From an optimization exercise on the open Yosys and OpenROAD flow, aimed at small area, a short achievable clock period and few clock cycles per item; shortcuts taken in it are not production practice. Only simulation tests tie the RTL to the original design; equivalence was not proved. Power figures rest on the tool's default switching activity, not on a simulated workload.

`config.mk`:
```
export PLATFORM = sky130hd
export DESIGN_NAME = alarm_sched
export DESIGN_NICKNAME = alarm_sched
export VERILOG_FILES = /design/flow/design.v
export SDC_FILE = /design/flow/constraint.sdc
export NUM_CORES = 4
export LEC_CHECK = 0
export CAP_MARGIN = 20
export CORE_MARGIN = 2
export CORE_UTILIZATION = 40
export SLEW_MARGIN = 20
```
`constraint.sdc`:
```
create_clock -name core_clock -period 45.0 [get_ports {clk}]
set_input_delay 9.0000 -clock core_clock [delete_from_list [all_inputs] [get_ports {clk}]]
set_output_delay 9.0000 -clock core_clock [all_outputs]
set_load 0.01 [all_outputs]
```
`design.v`:
```
module alarm_sched (
    input  wire        clk,
    input  wire        rst,
    input  wire        cmd_valid,
    input  wire [63:0] cmd,
    output wire        cmd_ready,
    output reg         rsp_valid,
    output reg  [31:0] rsp_data,
    output reg  [2:0]  rsp_fault,
    output reg         rsp_pend
);
    localparam [31:0] SEC_PER_DAY = 32'd86400;
    localparam [31:0] CELL_UNIT_S = 32'd60;
    localparam [31:0] DAYS        = 32'd7;
    localparam [15:0] CELL_MAX    = 16'd1439;
    localparam [7:0] OP_RESET = 8'h01;
    localparam [7:0] OP_SEC   = 8'h03;
    localparam [7:0] OP_CLASS = 8'h18;
    localparam [7:0] OP_AINIT = 8'h20;
    localparam [7:0] OP_ASERV = 8'h21;
    localparam [7:0] OP_ASET  = 8'h22;
    localparam [7:0] OP_AGET  = 8'h23;
    localparam [7:0] OP_TSET  = 8'h24;
    localparam [7:0] OP_TGET  = 8'h25;
    localparam [2:0] F_NONE       = 3'd0;
    localparam [2:0] F_ILLEGAL    = 3'd1;
    localparam [2:0] F_RANGE      = 3'd2;
    localparam [2:0] F_ARM_OVF    = 3'd3;
    localparam [2:0] F_CELL_RANGE = 3'd4;
    reg [31:0] rtc_cnt;
    reg [31:0] alm_tgt;
    reg        alm_en;
    reg        alm_pend;
    reg        is_sunrise;
    reg [31:0] cur_day;
    reg [16:0] tbl  [0:6];
    reg [15:0] cells [0:6];
    reg [2:0]  fault;
    assign cmd_ready = 1'b1;
    wire [7:0]  op = cmd[63:56];
    wire [7:0]  rsv = cmd[55:48];
    wire [15:0] opa = cmd[47:32];
    wire [31:0] opb = cmd[31:0];
    wire [2:0]  day_arg = cmd[34:32];
    reg legal;
    always @* begin
        case (op)
            OP_RESET, OP_SEC, OP_AINIT, OP_ASERV, OP_TGET:
                legal = (cmd[55:0] == 56'd0);
            OP_CLASS, OP_TSET:
                legal = (cmd[55:32] == 24'd0);
            OP_ASET:
                legal = (cmd[55:35] == 21'd0);
            OP_AGET:
                legal = (cmd[55:35] == 21'd0) && (opb == 32'd0);
            default:
                legal = 1'b0;
        endcase
    end
    reg [2:0] class_code;
    always @* begin
        if (opb == 32'd0)
            class_code = 3'd3;                                    
        else if (opb >= 32'd950 && opb <= 32'd1250)
            class_code = 3'd0;                                    
        else if (opb >= 32'd2050 && opb <= 32'd2350)
            class_code = 3'd1;                                    
        else if (opb >= 32'd13350 && opb <= 32'd13650)
            class_code = 3'd2;                                    
        else
            class_code = 3'd4;                                    
    end
    reg [16:0] boot_tbl [0:6];
    reg        cell_bad;
    integer    i;
    always @* begin
        cell_bad = 1'b0;
        for (i = 0; i < 7; i = i + 1) begin
            boot_tbl[i] = cells[i] * CELL_UNIT_S;
            if (cells[i] > CELL_MAX)
                cell_bad = 1'b1;
        end
    end
    wire [31:0] day_now  = rtc_cnt / SEC_PER_DAY;
    wire [2:0]  dow_now  = day_now % DAYS;
    wire [63:0] sod_now  = day_now * SEC_PER_DAY;
    wire [16:0] v_init   = tbl[dow_now];
    wire [16:0] v_boot   = boot_tbl[dow_now];
    wire [31:0] day_next = cur_day + 32'd1;
    wire [2:0]  dow_next = day_next % DAYS;
    wire [63:0] sod_next = day_next * SEC_PER_DAY;
    wire [63:0] sod_after = sod_next + SEC_PER_DAY;
    wire [16:0] v_next   = tbl[dow_next];
    reg [31:0] n_rtc_cnt, n_alm_tgt, n_cur_day;
    reg        n_alm_en, n_alm_pend, n_is_sunrise;
    reg [16:0] n_tbl;       
    wire [15:0] n_cell = opb[16:0] / CELL_UNIT_S[16:0];
    reg        tbl_we, boot_we;
    reg [31:0] result;
    reg [2:0]  op_fault;
    reg [16:0] v;
    reg [63:0] arm_t;
    reg        do_arm;
    always @* begin
        n_rtc_cnt    = rtc_cnt;
        n_alm_tgt    = alm_tgt;
        n_alm_en     = alm_en;
        n_alm_pend   = alm_pend;
        n_is_sunrise = is_sunrise;
        n_cur_day    = cur_day;
        n_tbl        = opb[16:0];
        tbl_we       = 1'b0;
        boot_we      = 1'b0;
        result       = 32'd0;
        op_fault     = F_NONE;
        v            = 17'd0;
        arm_t        = 64'd0;
        do_arm       = 1'b0;
        if (!legal) begin
            op_fault = F_ILLEGAL;
        end else begin
            case (op)
                OP_SEC: begin
                    n_rtc_cnt = rtc_cnt + 32'd1;
                    if (alm_en && n_rtc_cnt == alm_tgt) begin
                        n_alm_pend = 1'b1;
                        n_alm_en   = 1'b0;
                    end
                end
                OP_RESET, OP_AINIT: begin
                    if (op == OP_RESET) begin
                        boot_we = 1'b1;
                        v = v_boot;
                        if (cell_bad)
                            op_fault = F_CELL_RANGE;
                    end else begin
                        v = v_init;
                    end
                    n_cur_day  = day_now;
                    n_alm_pend = 1'b0;
                    n_alm_en   = 1'b0;
                    do_arm     = 1'b1;
                    if (v != 17'd0 && sod_now + v >= {32'd0, rtc_cnt}) begin
                        n_is_sunrise = 1'b1;
                        arm_t = sod_now + v;
                    end else begin
                        n_is_sunrise = 1'b0;
                        arm_t = sod_now + SEC_PER_DAY;
                    end
                end
                OP_ASERV: begin
                    if (alm_pend) begin
                        n_alm_pend = 1'b0;
                        do_arm     = 1'b1;
                        if (is_sunrise) begin
                            n_is_sunrise = 1'b0;
                            arm_t  = sod_next;
                            result = 32'd1;
                        end else begin
                            n_cur_day = day_next;
                            if (v_next != 17'd0) begin
                                n_is_sunrise = 1'b1;
                                arm_t = sod_next + v_next;
                            end else begin
                                n_is_sunrise = 1'b0;
                                arm_t = sod_after;
                            end
                            result = 32'd2;
                        end
                    end
                end
                OP_ASET: begin
                    if (day_arg >= DAYS || opb >= SEC_PER_DAY)
                        op_fault = F_RANGE;
                    else
                        tbl_we = 1'b1;
                end
                OP_AGET: begin
                    if (day_arg >= DAYS)
                        op_fault = F_RANGE;
                    else
                        result = {15'd0, tbl[day_arg]};
                end
                OP_TSET: n_rtc_cnt = opb;
                OP_TGET: result = rtc_cnt;
                OP_CLASS: result = {29'd0, class_code};
                default: ;
            endcase
            if (do_arm && op_fault == F_NONE) begin
                if (arm_t[63:32] != 32'd0) begin
                    op_fault = F_ARM_OVF;
                end else begin
                    n_alm_tgt = arm_t[31:0];
                    n_alm_en  = 1'b1;
                    if (rtc_cnt == arm_t[31:0]) begin
                        n_alm_pend = 1'b1;
                        n_alm_en   = 1'b0;
                    end
                end
            end
        end
    end
    wire fire   = cmd_valid && cmd_ready;
    wire commit = fire && fault == F_NONE && op_fault == F_NONE;
    integer k;
    always @(posedge clk) begin
        if (rst) begin
            rtc_cnt    <= 32'd0;
            alm_tgt    <= 32'd0;
            alm_en     <= 1'b0;
            alm_pend   <= 1'b0;
            is_sunrise <= 1'b0;
            cur_day    <= 32'd0;
            fault      <= F_NONE;
            for (k = 0; k < 7; k = k + 1) begin
                tbl[k]  <= 17'd0;
                cells[k] <= 16'd0;
            end
        end else if (fire && fault == F_NONE) begin
            if (op_fault != F_NONE) begin
                fault <= op_fault;
            end else begin
                rtc_cnt    <= n_rtc_cnt;
                alm_tgt    <= n_alm_tgt;
                alm_en     <= n_alm_en;
                alm_pend   <= n_alm_pend;
                is_sunrise <= n_is_sunrise;
                cur_day    <= n_cur_day;
                if (boot_we) begin
                    for (k = 0; k < 7; k = k + 1)
                        tbl[k] <= boot_tbl[k];
                end
                if (tbl_we) begin
                    tbl[day_arg]  <= n_tbl;
                    cells[day_arg] <= n_cell;
                end
            end
        end
    end
    always @(posedge clk) begin
        if (rst) begin
            rsp_valid <= 1'b0;
            rsp_data  <= 32'd0;
            rsp_fault <= F_NONE;
            rsp_pend  <= 1'b0;
        end else begin
            rsp_valid <= fire;
            if (fire) begin
                if (fault != F_NONE) begin
                    rsp_data  <= 32'd0;
                    rsp_fault <= fault;
                    rsp_pend  <= alm_pend;
                end else if (op_fault != F_NONE) begin
                    rsp_data  <= 32'd0;
                    rsp_fault <= op_fault;
                    rsp_pend  <= alm_pend;
                end else begin
                    rsp_data  <= result;
                    rsp_fault <= F_NONE;
                    rsp_pend  <= n_alm_pend;
                end
            end
        end
    end
endmodule
```
`run.sh`:
```
#!/bin/bash
# synth_recipe.tcl (not shown) runs the flow's synth.tcl, then flattens the netlist and writes it again
# the make line also repeats each setting of config.mk as NAME=value (left out here)
make -C /OpenROAD-flow-scripts/flow DESIGN_CONFIG=/design/flow/config.mk WORK_HOME=/design/flow/orfs CLKGATE_MAP_FILE= SYNTH_SCRIPT=/design/flow/synth_recipe.tcl finish
```
==> run_results.csv <==
group,metric,value,unit
run_status,status,"finished clean",
routing,drt_iter0_drc,6423,
timing,rsz0062_at_grt,"false",
timing,maxSlewViolCount,0,
place,dpl.hpwl,185000,um
flow_run,drv_cap,0,
timing,layout_min_cycle_time,42.14,ns
final_layout,fin_cells,9302,
final_layout,areaGrowthSynthToFinish,8.632,%
hold_path,min_path_type,"reg2reg",
critical_path,cp.arrival,42.66,ns
synthesis,synth-seq-cells,359,
synthesis,synthCells,7385,
clock_tree,clock-sinks,359,
die,io-pin-count,105,
pwr,swShare,35.28,%
critical_path,cp_data_required_time,45.51,ns
timing,maxSlewHeadroom,13.02,%
synthesis,synth-edff-count,208,
timing,period_share,93.65,%
final_layout,final_net_count,8129,
global_route,antenna_found_initial,5,
global_route,grt.overflow.total,0,
clock_tree,clock_latency,0.65,ns
routing,drc_errors,0,
final_layout,fillers,14640,
pwr,combPwrFrac,25.2,%
pwr,power_density,15.91,nW/um^2
die,die_h,388.2,um
place,dpl-instance-area,62300,um^2
clock_tree,tritoncts,"built",
die,coreArea,146100,um^2
pwr,p_int,0.6604,mW
pwr,pwr-share-clk,38.4,%
synthesis,async_flop_share,0,%
critical_path,critPathKind,"reg2reg",
synthesis,synth_area,59050,um^2
critical_path,worst-path-buf-inv,27,
routing,vias,58990,
final_layout,final_cell_area,64150,um^2
synthesis,yosysWarnings,2,
timing,setup_violations,0,
synthesis,yosys.cell_types.count,143,
timing,fin_skew,0.03868,ns
critical_path,critPathLaunchType,"flip-flop",
synthesis,synthFlopType,"edfxtp_1",
die,die_w,388.2,um
critical_path,path_max_fanout,26,
global_route,grt.total_usage,30.11,%
place,placed_cells,9197,
pwr,pwr-share-seq,36.4,%
critical_path,slowest_stage,"a2111oi_4",
critical_path,crit_family,"compound AO/OA/AOI/OAI gates",
timing,worst_slew_pin_slew,1.296,ns
clock_tree,hold_buffers,0,
critical_path,cp-end-kind,"flip-flop",
global_route,grt_pass1_wl,353300,um
place,port_buffers,103,
clock_tree,root_buffer,"clkbuf_16",
routing,antenna_left,0,
die,start_util,40.42,%
final_layout,layout-drive-gt1-share,8.207,%
global_route,grt_max_degree,110,
timing,hold_viol_final,0,
pwr,vdd_ir_drop_max,0.00002984,V
synthesis,ys_seq_area_share,15.70,%
synthesis,synth.avg_cell_area,7.996,um^2
routing,post_drt_wl_per_cell,25.29,um
die,die_area,150700,um^2
clock_tree,cts_made_buffers,45,
pwr,power.leakage,26.37,nW
clock_tree,clkSlewWorstSetupHoldPaths,0.06,ns
routing,vias_per_cell,6.342,
routing,drt-total-wl,235200,um
global_route,first_global_vias,55960,
clock_tree,clockBufferDepth,3,
pwr,p_sw,0.3599,mW
timing,max_freq,0.02373,GHz
critical_path,cpPeakStageDelay,0.62,ns
clock_tree,htree_levels,2,
die,rows,140,
routing,dr.pass1.iters,7,
place,routabilityCongestion,1.012,
==> cells in the mapped netlist (77+ instances only) <==
cell | count | area share, %
nand3_1 | 245 | 2.1
xor2_1 | 137 | 2.0
a31oi_1 | 91 | 0.96
nor3_1 | 169 | 1.4
o21bai_1 | 126 | 1.6
nor2_1 | 668 | 4.2
inv_1 | 559 | 3.6
ha_1 | 455 | 9.6
nand2_1 | 628 | 4.0
nor4_1 | 77 | 0.82
mux4_2 | 84 | 3.2
clkbuf_1 | 274 | 1.7
mux2i_1 | 146 | 2.5
o21ai_0 | 239 | 2.0
fa_1 | 259 | 8.8
xnor2_1 | 386 | 5.7
dfxtp_1 | 151 | 5.1
nand2b_1 | 77 | 0.82
a21oi_1 | 527 | 4.5
edfxtp_1 | 208 | 11
and3_1 | 77 | 0.82
o22ai_1 | 108 | 1.1
o21ai_1 | 116 | 0.98
a21o_1 | 84 | 1.1
==> power by group through the flow <==
stage	Clock (mW)	Sequential, mW	Combinational, mW
2_1_floorplan	0	0.371	0.150
3_3_place_gp	0	0.377	0.250
3_5_place_dp	0	0.378	0.252
4_1_cts	0.392	0.370	0.253
5_1_grt	0.405	0.372	0.274
6_report	0.392	0.371	0.257
==> cell type report <==
class | instances | area, um^2 | area share (%)
multi-input cells | 6084 | 46500 | 72.48
flip-flops and latches | 359 | 9280 | 14.47
well taps | 1917 | 2399 | 3.739
repair buffers | 267 | 2248 | 3.505
inverters | 591 | 2227 | 3.472
clock buffers | 57 | 1191 | 1.857
clock inverters | 26 | 302.8 | 0.4720
diodes | 1 | 2.502 | 0.003901
==> cell families (layout without fill, tap and decap cells) <==
kind of cell | Yosys count | after routing | synth area share [%]
flops | 359 | 359 | 15.70
buf+inv | 967 | 941 | 6.393
simple gates | 2395 | 2395 | 19.71
mux | 280 | 280 | 6.647
other cells | 2 | 25 | 0.01272
fa+ha+maj | 727 | 727 | 18.64
compound gates | 2123 | 2126 | 24.86
xor+xnor | 532 | 532 | 8.035
==> registers in the layout, indices dropped and copies added (netlist names) <==
signal      count
tbl           136
alm_tgt        32
rtc_cnt        32
alm_en          1
rsp_pend        1
rsp_data       32
rsp_fault       3
alm_pend        1
is_sunrise      1
cur_day        32
fault           3
rsp_valid       1
cells          84
==> cell usage in the layout (no fill, tap or decap), types with 88 or more instances in the layout <==
cell type	count
nor2_1	662
nand2_1	615
inv_1	559
a21oi_1	523
ha_1	454
xnor2_1	382
fa_1	259
nand3_1	244
o21ai_0	236
edfxtp_1	208
nor3_1	166
buf_4	163
dfxtp_1	144
mux2i_1	143
xor2_1	136
o21bai_1	126
o21ai_1	116
o22ai_1	108
clkdlybuf4s50_1	99
a31oi_1	88
==> stage by stage <==
stage	util [%]	power, mW	hold WS, ns	setup TNS, ns	setup WS [ns]
2_1_floorplan	-	0.5205	0.4319	0	11.19
3_3_place_gp	42.64	0.6269	0.4419	0	0.4716
3_5_place_dp	42.64	0.6295	0.4484	-83.02	-0.8270
4_1_cts	43.69	1.016	0.4574	0	0.1033
5_1_grt	43.91	1.051	0.4863	0	0.06098
6_report	43.91	1.020	0.4545	0	2.856
==> layer usage <==
metal | part of all wire (%) | global-route usage (%)
met3 | 7.9 | 4.311
met1 | 40 | 38.40
met5 | 0.0060 | 0
met4 | 6.0 | 15.39
met2 | 46 | 49.48
==> worst paths after layout <==
kind / cells past startpoint / from / end / slack (ns)
setup / recovery: 164 / rtc_cnt[24] / rsp_pend / 2.86
hold reg to reg: 2 / cur_day[18] / cur_day[18] / 0.45
hold / removal: 2 / cur_day[18] / cur_day[18] / 0.45
setup reg to reg: 164 / rtc_cnt[24] / rsp_pend / 2.86
==> tightest hold or removal path, cell delays in order (launching register included) <==
cell and delay [ns]:
dfxtp_1 0.31, nand2_1 0.05, a21oi_1 0.05
==> repair_timing <==
action / in CTS / in global routing
cloned: 0 / 3
pin swaps: 1 / 4
endpoints found under the setup margin: 229 / 524
setup buffers: 3 / 14
gates resized for setup: 4 / 43
Testbench counts, summed over its fixed seeds: cycles 19,208, ops 19,200.

[static timing again, ports no longer ideal]
How much do the figures lean on ideal ports? The routed layout below was timed once more, with nothing changed but the port constraints.
Step 1 assumes that a clkbuf_16 drives the clock port and a buf_2 every other input.
Step 2, shift: input delay + t, output delay - t, t = (earliest + latest rising clock arrival at the registers) / 2. This alone moves slack from input paths to output paths.
Slacks: no drivers / after step 1 / after step 2; pairs: no drivers / after step 1.
t (ns): 0.716
slack for setup (ns): 2.856 / 2.856 / 2.856
slew at the worst register clock pin (ns): 0.07 / 0.07
pins driven straight from the clock port: 1
After both steps setup and hold are still met in this run. For this run, drivers alone change the setup slack by 0.000 ns; drivers and shift together by 0.000 ns.
